Context: an optimization exercise on an open-source flow, tuned for small area, a short achievable clock period and few clock cycles per item. The choices shown serve that exercise and are no tape-out recipe. Power is estimated from default activity; no workload was simulated.

==> flow/design.v <==
module bms_scale #(
    parameter integer XLO = -2147549,
    parameter integer XHI = 2147483
) (
    input  wire [31:0] x,
    output wire        ok
);
    assign ok = ($signed(x) >= XLO) && ($signed(x) <= XHI);
endmodule
module bms_u8 (
    input  wire [31:0] x,
    output wire [7:0]  q
);
    wire [7:0] a = x[15:8];
    wire [7:0] b = x[7:0];
    wire borrow = (a >= b) && (x[15:0] != 16'd0);
    assign q = x[31] ? 8'd0 : x[16] ? 8'hff : a - {7'd0, borrow};
endmodule
module bms_seg #(
    parameter integer W = 42
) (
    input  wire [31:0]   x,
    input  wire          h,
    output wire [15:0]   lo,
    output wire          ga,
    output wire          go,
    output wire          ca,
    output wire          cb,
    output wire [W-33:0] hi
);
    wire        neg = x[31];
    wire [41:0] xs  = {{10{neg}}, x};
    wire [41:0] t10 = xs << 10, t7 = xs << 7, t3 = xs << 3, t2 = xs << 2;
    wire [41:0] a  = {t10[41:32], h ? t7[31:0] : t10[31:0]};
    wire [41:0] c  = {t3[41:32],  h ? t2[31:0] : t3[31:0]};
    wire [41:0] nb = ~(xs << 5);               
    wire [41:0] s = a ^ nb ^ c;
    wire [41:0] k = {(a[40:0] & nb[40:0]) | (a[40:0] & c[40:0]) | (nb[40:0] & c[40:0]), 1'b0};
    wire [16:0] m = {1'b0, s[15:0]} + {1'b0, k[15:0]};
    assign ca = m[16] || (!neg && ((s[15:0] ^ k[15:0]) == 16'hffff));
    assign cb = neg;
    wire [8:0]  mida = {1'b0, s[23:16]} + {1'b0, k[23:16]};
    wire [8:0]  midb = {1'b0, s[31:24]} + {1'b0, k[31:24]};
    assign lo = {midb[7:0], mida[7:0]};
    assign ga = mida[8];
    assign go = midb[8];
    generate
        if (W > 32) begin : g_hi
            assign hi = s[W-1:32] + k[W-1:32];
        end
    endgenerate
endmodule
module bms_encoder (
    input  wire        clk,
    input  wire        rst,
    input  wire [7:0]  a_local,
    input  wire        req_valid,
    output wire        req_ready,
    input  wire [2:0]  req_kind,
    input  wire [31:0] req_x0,
    input  wire [31:0] req_x1,
    input  wire [31:0] req_x2,
    input  wire [31:0] req_x3,
    input  wire [31:0] req_x4,
    input  wire [7:0]  req_u0,
    input  wire [7:0]  req_u1,
    input  wire [55:0] req_bitmap,
    output reg         out_valid,
    input  wire        out_ready,
    output reg         out_err,
    output wire [7:0]  out_err_idx,
    output wire [31:0] out_id,
    output wire [63:0] out_data
);
    wire k_va  = !req_kind[2] && !req_kind[0];           
    wire k_st  = req_kind == 3'd1;                       
    wire k_vc  = req_kind == 3'd3;                       
    wire k_tp  = req_kind == 3'd4;                       
    wire k_ch  = k_vc || k_tp;                           
    wire k_bal = req_kind == 3'd5;                       
    wire        h = req_kind[2];
    wire [15:0] lo0, lo1, lo2;
    wire [9:0]  hi0, hi1;
    wire        go0, go1, go2, ga0, ga1, ga2;
    wire [1:0]  c0, c1, c2;
    bms_seg #(.W(42)) u_s0 (.x(req_x0), .h(h), .lo(lo0), .ga(ga0), .go(go0), .ca(c0[0]), .cb(c0[1]), .hi(hi0));
    bms_seg #(.W(42)) u_s1 (.x(req_x1), .h(h), .lo(lo1), .ga(ga1), .go(go1), .ca(c1[0]), .cb(c1[1]), .hi(hi1));
    wire [31:0] x2c = {{6{req_x2[25]}}, req_x2[25:0]};
    bms_seg #(.W(32)) u_s2 (.x(x2c), .h(!req_kind[0]), .lo(lo2), .ga(ga2), .go(go2), .ca(c2[0]), .cb(c2[1]), .hi());
    wire [7:0] q2s, q3;
    bms_u8 u_q2s (.x(req_x2), .q(q2s));
    bms_u8 u_q3  (.x(req_x3), .q(q3));
    wire [7:0] q4 = req_x4[23:16] + {7'd0, req_x4[31] && (req_x4[15:0] != 16'd0)};
    wire ok0k, ok1k, ok2k, ok0h, ok1h, ok2h, ok2s, ok3s, ok4;
    bms_scale #(.XLO(-2147549),  .XHI(2147483))  u_ok0k (.x(req_x0), .ok(ok0k));
    bms_scale #(.XLO(-2147549),  .XHI(2147483))  u_ok1k (.x(req_x1), .ok(ok1k));
    bms_scale #(.XLO(-2147549),  .XHI(2147483))  u_ok2k (.x(req_x2), .ok(ok2k));
    bms_scale #(.XLO(-21475491), .XHI(21474836)) u_ok0h (.x(req_x0), .ok(ok0h));
    bms_scale #(.XLO(-21475491), .XHI(21474836)) u_ok1h (.x(req_x1), .ok(ok1h));
    bms_scale #(.XLO(-21475491), .XHI(21474836)) u_ok2h (.x(req_x2), .ok(ok2h));
    bms_scale #(.XLO(-257),      .XHI(65793))    u_ok2s (.x(req_x2), .ok(ok2s));
    bms_scale #(.XLO(-257),      .XHI(65793))    u_ok3s (.x(req_x3), .ok(ok3s));
    bms_scale #(.XLO(-8454143),  .XHI(8388607))  u_ok4  (.x(req_x4), .ok(ok4));
    wire [8:0] first = {1'b0, req_u0};
    wire [8:0] count = {1'b0, req_u1};
    wire [8:0] first1 = first + 9'd1;
    wire [8:0] first2 = first + 9'd2;
    wire use0 = first < count;
    wire use1 = first1 < count;
    wire use2 = first2 < count;
    wire f0 = use0 && !(h ? ok0h : ok0k);
    wire f1 = use1 && !(h ? ok1h : ok1k);
    wire f2 = use2 && !(h ? ok2h : ok2k);
    wire s_err = !ok0k || !ok1k || !ok2s || !ok3s || !ok4;
    wire [2:0] s_idx = !ok0k ? 3'd0 : !ok1k ? 3'd1 : !ok2s ? 3'd2 : !ok3s ? 3'd3 : 3'd4;
    wire [7:0] c_idx = f0 ? req_u0 : f1 ? first1[7:0] : first2[7:0];
    wire       r_err = k_st ? s_err : k_ch ? (f0 || f1 || f2) : 1'b0;
    wire [7:0] r_idx = k_ch ? c_idx : {5'd0, s_idx};
    reg [63:0] r_data;
    reg [7:0]  r_ci;
    reg [3:0]  r_ga;
    always @(*) begin
        if (k_va) begin
            r_data = {lo0[15:10], hi0, lo0, lo1[15:10], hi1, lo1};
            r_ci   = {2'b00, c0, 2'b00, c1};
            r_ga   = {1'b0, ga0, 1'b0, ga1};
        end else if (k_st) begin
            r_data = {lo0, lo1, q2s, q3, q4, req_u0};
            r_ci   = {c0, c1, 4'd0};
            r_ga   = {ga0, ga1, 2'b00};
        end else if (k_ch) begin
            r_data = {req_u0, req_u1,
                      use0 ? lo0 : 16'd0,
                      use1 ? lo1 : 16'd0,
                      use2 ? lo2 : 16'd0};
            r_ci   = {2'b00, use0 ? c0 : 2'b00, use1 ? c1 : 2'b00, use2 ? c2 : 2'b00};
            r_ga   = {1'b0, use0 && ga0, use1 && ga1, use2 && ga2};
        end else if (k_bal) begin
            r_data = {req_u0, req_bitmap};
            r_ci   = 8'd0;
            r_ga   = 4'd0;
        end else begin
            r_data = {req_u0, req_u1, 48'd0};
            r_ci   = 8'd0;
            r_ga   = 4'd0;
        end
    end
    reg [2:0]  out_kind;
    reg [63:0] out_reg;
    reg [7:0]  out_ci;
    reg [3:0]  out_ga;
    reg [1:0]  out_go;
    assign req_ready = !out_valid || out_ready;
    always @(posedge clk) begin
        if (rst) begin
            out_valid <= 1'b0;
        end else if (req_ready) begin
            out_valid <= req_valid;
        end
        if (req_ready) begin
            out_err  <= r_err;
            out_kind <= req_kind;
            out_reg  <= {r_data[63:8], r_err ? r_idx : r_data[7:0]};
            out_ci   <= r_ci;
            out_ga   <= r_ga;
            out_go   <= {go0, go1};
        end
    end
    assign out_err_idx = out_reg[7:0];
    wire        o_va = !out_kind[2] && !out_kind[0];
    wire [15:0] lane [0:3];
    wire [3:0]  lc;                          
    genvar j;
    generate
        for (j = 0; j < 4; j = j + 1) begin : g_lane
            wire [15:0] r  = out_reg[16*j+15:16*j];
            wire        c1 = out_ci[2*j+1], c0 = out_ci[2*j], g = out_ga[j];
            wire [7:0]  lb = r[7:0] + {7'd0, c1} + {7'd0, c0};
            wire        t  = (&r[7:1]) && ((r[0] && (c1 || c0)) || (c1 && c0));
            wire [7:0]  hb = r[15:8] + {7'd0, g} + {7'd0, t};
            assign lc[j]   = (&r[15:9]) && ((r[8] && (g || t)) || (g && t));
            assign lane[j] = {hb, lb};
        end
    endgenerate
    wire [1:0]  c32_0 = {1'b0, out_go[1]} + {1'b0, lc[2]};
    wire [1:0]  c32_1 = {1'b0, out_go[0]} + {1'b0, lc[0]};
    wire [9:0]  r3a = out_reg[57:48] + 10'd1, r3b = out_reg[57:48] + 10'd2;
    wire [9:0]  r1a = out_reg[25:16] + 10'd1, r1b = out_reg[25:16] + 10'd2;
    wire [9:0]  h3 = c32_0[1] ? r3b : c32_0[0] ? r3a : out_reg[57:48];
    wire [9:0]  h1 = c32_1[1] ? r1b : c32_1[0] ? r1a : out_reg[25:16];
    wire [15:0] l3 = o_va ? {{6{h3[9]}}, h3} : lane[3];
    wire [15:0] l1 = o_va ? {{6{h1[9]}}, h1} : lane[1];
    assign out_data = {l3, lane[2], l1, lane[0]};
    reg [7:0] pt;
    always @(*) begin
        case (out_kind)
            3'd0: pt = 8'd38;
            3'd1: pt = 8'd45;
            3'd2: pt = 8'd40;
            3'd3: pt = 8'd41;
            3'd4: pt = 8'd43;
            3'd5: pt = 8'd42;
            default: pt = 8'd255;
        endcase
    end
    assign out_id = {16'h8000, pt, a_local};
endmodule
clock: 12.0 ns
lec_check: 0
cap_margin: 20
core_margin: 2
core_utilization: 40
slew_margin: 20
standard.sh (not shown) runs the stock make flow with config.mk's settings and CLKGATE_MAP_FILE= SYNTH_SCRIPT=/design/flow/synth_recipe.tcl, a recipe that flattens the netlist after the stock synthesis.
==> flow/flow/run.sh <==
#!/bin/bash
# Standard layout, with plain buf_2 cells as the port buffers and timing
# repair aimed at a setup slack of 6 ns.
set -euo pipefail
export BUFFER_PORTS_ARGS="-buffer_cell sky130_fd_sc_hd__buf_2"
export SETUP_SLACK_MARGIN=6
bash standard.sh > standard.log 2>&1
Rerun with:
==> flow/flow/run.sh (replaced) <==
#!/bin/bash
# Standard layout, with plain buf_2 cells as the port buffers and timing
# repair aimed at a setup slack of 6.5 ns (TNS_END_PERCENT 0).
set -euo pipefail
export BUFFER_PORTS_ARGS="-buffer_cell sky130_fd_sc_hd__buf_2"
export SETUP_SLACK_MARGIN=6.5
export TNS_END_PERCENT=0
bash standard.sh > standard.log 2>&1
What happened:
- The changed run went through all stages and came out clean
- routed wire length barely changes
- non-clock buffer count fell by 13
- via count fell by 1.5%
- final cell count fell by 0.48%
- power fell by 2.0%
- design area fell by 1.5%
Function was not checked in any run of this note: the RTL went through the layout flow alone.

[separate check: timing with driven ports]
How much do the figures lean on ideal ports? The routed layouts below were timed once more, with nothing changed but the port constraints.
Step 1 (the two cells are an assumption about what drives the block):
set clk [get_ports {clk}]
set_driving_cell -lib_cell sky130_fd_sc_hd__clkbuf_16 $clk
set_driving_cell -lib_cell sky130_fd_sc_hd__buf_2 [delete_from_list [all_inputs] $clk]
Step 2 moves the port delays by t, midway between the first and last clock arrival at a register: inputs arrive t later, outputs are due t later. That takes back most of the time a late clock gives input paths.
a / b / c = no drivers / after step 1 / after step 2; a / b = the first two.
run | t (ns) | setup WS [ns] | hold WS [ns] | worst setup path after step 2 | slew at the worst register clock pin (ns)
the first run | 0.398 | 5.869 / 5.822 / 5.811 | 0.519 / 0.519 / 0.519 | input to register | 0.07 / 0.07
the second run | 0.403 | 5.733 / 5.680 / 5.494 | 0.724 / 0.724 / 0.724 | input to register | 0.06 / 0.06
After both steps setup and hold are still met in every run listed. The setup slack of the second run, which loses most, moves by -0.053 ns with the drivers and by -0.239 ns with both steps.
